What follows belongs to an exercise in optimizing a design on an open flow for small area, a short achievable clock period and few clock cycles per item; a production flow would make more cautious choices.
Only simulation tests tie the RTL to the original design; equivalence was not proved.

==> module simpdec, before the edit <==
module simpdec (
    input  wire        clk,
    input  wire        rst,
    input  wire        in_valid,
    output wire        in_ready,
    input  wire [63:0] in_u,
    input  wire [63:0] in_p,
    input  wire [63:0] in_pr,
    output wire        out_valid,
    input  wire        out_ready,
    output wire [63:0] out_llr,
    output wire [63:0] out_ext,
    output wire        out_bit
);
    reg         av;
    reg  [63:0] au, ap, apr;
    reg         mv;
    reg  [63:0] mt, mpr;
    reg         bv, sv;
    reg  [63:0] b_llr, b_ext, s_llr, s_ext;
    reg         b_bit, s_bit;
    wire push  = mv & ~sv;                      
    wire m_en  = ~mv | ~sv;
    assign in_ready = ~av | m_en;
    wire bfree = ~bv | out_ready;               
    always @(posedge clk) begin
        if (rst) begin
            av <= 1'b0;
            mv <= 1'b0;
            bv <= 1'b0;
            sv <= 1'b0;
        end else begin
            if (in_ready) av <= in_valid;
            if (m_en)     mv <= av;
            if (bfree)    bv <= sv | push;
            sv <= ~bfree & (sv | push);
        end
    end
    always @(posedge clk) begin
        if (in_ready) begin
            au  <= in_u;
            ap  <= in_p;
            apr <= in_pr;
        end
    end
    wire [63:0] t;
    fp64_add #(.DBL(1)) u_add_t (.a(au), .b(ap), .s(t));
    always @(posedge clk) begin
        if (m_en) begin
            mt  <= t;
            mpr <= apr;
        end
    end
    wire [63:0] llr, ext;
    wire        bit_w;
    fp64_llr_ext u_llr_ext (.t(mt), .pr(mpr), .llr(llr), .ext(ext), .bit_o(bit_w));
    always @(posedge clk) begin
        if (push) begin
            s_llr <= llr;
            s_ext <= ext;
            s_bit <= bit_w;
        end
        if (bfree) begin
            b_llr <= sv ? s_llr : llr;
            b_ext <= sv ? s_ext : ext;
            b_bit <= sv ? s_bit : bit_w;
        end
    end
    assign out_valid = bv;
    assign out_llr   = b_llr;
    assign out_ext   = b_ext;
    assign out_bit   = b_bit;
endmodule
make LEC_CHECK=0 ABC_AREA=1 ABC_CLOCK_PERIOD_IN_PS=40000 CAP_MARGIN=40 CORE_MARGIN=2 CORE_UTILIZATION=40 PLACE_DENSITY=0.55 SLEW_MARGIN=20 finish   # period 150.0 ns
run.sh (not shown) runs the stock make flow with config.mk's settings and CLKGATE_MAP_FILE= SYNTH_SCRIPT=/design/flow/synth_recipe.tcl, a recipe that flattens the netlist after the stock synthesis.
Testbench counts at the start, summed over its fixed seeds: cycles 160,024, items 160,000.
Then changed:
--- a/flow/design.v
+++ b/flow/design.v
@@ -361,27 +361,35 @@
     reg         bv, sv;
     reg  [63:0] b_llr, b_ext, s_llr, s_ext;
     reg         b_bit, s_bit;
     wire push  = mv & ~sv;                      
     wire m_en  = ~mv | ~sv;
-    assign in_ready = ~av | m_en;
+    wire a_en  = ~av | m_en;
     wire bfree = ~bv | out_ready;               
+    wire av_n = a_en ? in_valid : av;
+    wire mv_n = m_en ? av : mv;
+    wire bv_n = bfree ? (sv | push) : bv;
+    wire sv_n = ~bfree & (sv | push);
+    reg  ir;
+    assign in_ready = ir;
     always @(posedge clk) begin
         if (rst) begin
             av <= 1'b0;
             mv <= 1'b0;
             bv <= 1'b0;
             sv <= 1'b0;
+            ir <= 1'b1;
         end else begin
-            if (in_ready) av <= in_valid;
-            if (m_en)     mv <= av;
-            if (bfree)    bv <= sv | push;
-            sv <= ~bfree & (sv | push);
+            av <= av_n;
+            mv <= mv_n;
+            bv <= bv_n;
+            sv <= sv_n;
+            ir <= ~av_n | ~mv_n | ~sv_n;
         end
     end
     always @(posedge clk) begin
-        if (in_ready) begin
+        if (a_en) begin
             au  <= in_u;
             ap  <= in_p;
             apr <= in_pr;
         end
     end
The new run passed the timing, DRC and antenna checks.
Sequential cell count is higher by 1.
Routed wire length goes down by 2.6%.
Setup slack improves by 0.40 ns.
First-iteration DRC count falls by about 2%.
Synthesized cell count climbs by 1.4%.
Cell count is higher by 0.97%.
Register-to-register slack gains 0.22 ns.
Synthesized area is about the same.
Clock-buffer cell count rises by 2.
Non-clock buffer count came out lower by 24.
Via count is higher by 1.2%.
Critical path depth fell by 1.
Testbench counts after the change, summed over its fixed seeds: cycles 160,024, items 160,000.

port drivers added, routing unchanged:
No port has a modelled driver above. Below, the same layouts with a new extraction and two added sets of constraints.
Step 1: set_driving_cell puts a clkbuf_16 on clk and a buf_2 on each other input, an assumption about the parent block.
Step 2 also shifts input and output timing later by t, the mid clock arrival at the registers, as if the neighbouring blocks saw the same clock.
Three values: ideal ports, drivers, drivers and shift; two values: the first two.
run | t, ns | slack for setup (ns) | worst data-port slew with drivers (ns)
the first run | 0.758 | 117.956 / 117.867 / 117.932 | 0.06
the second run | 0.768 | 118.354 / 118.271 / 117.814 | 0.06
After both steps every run listed still meets setup and hold. The setup slack of the second run, which loses most, moves by -0.083 ns with the drivers and by -0.540 ns with both steps.
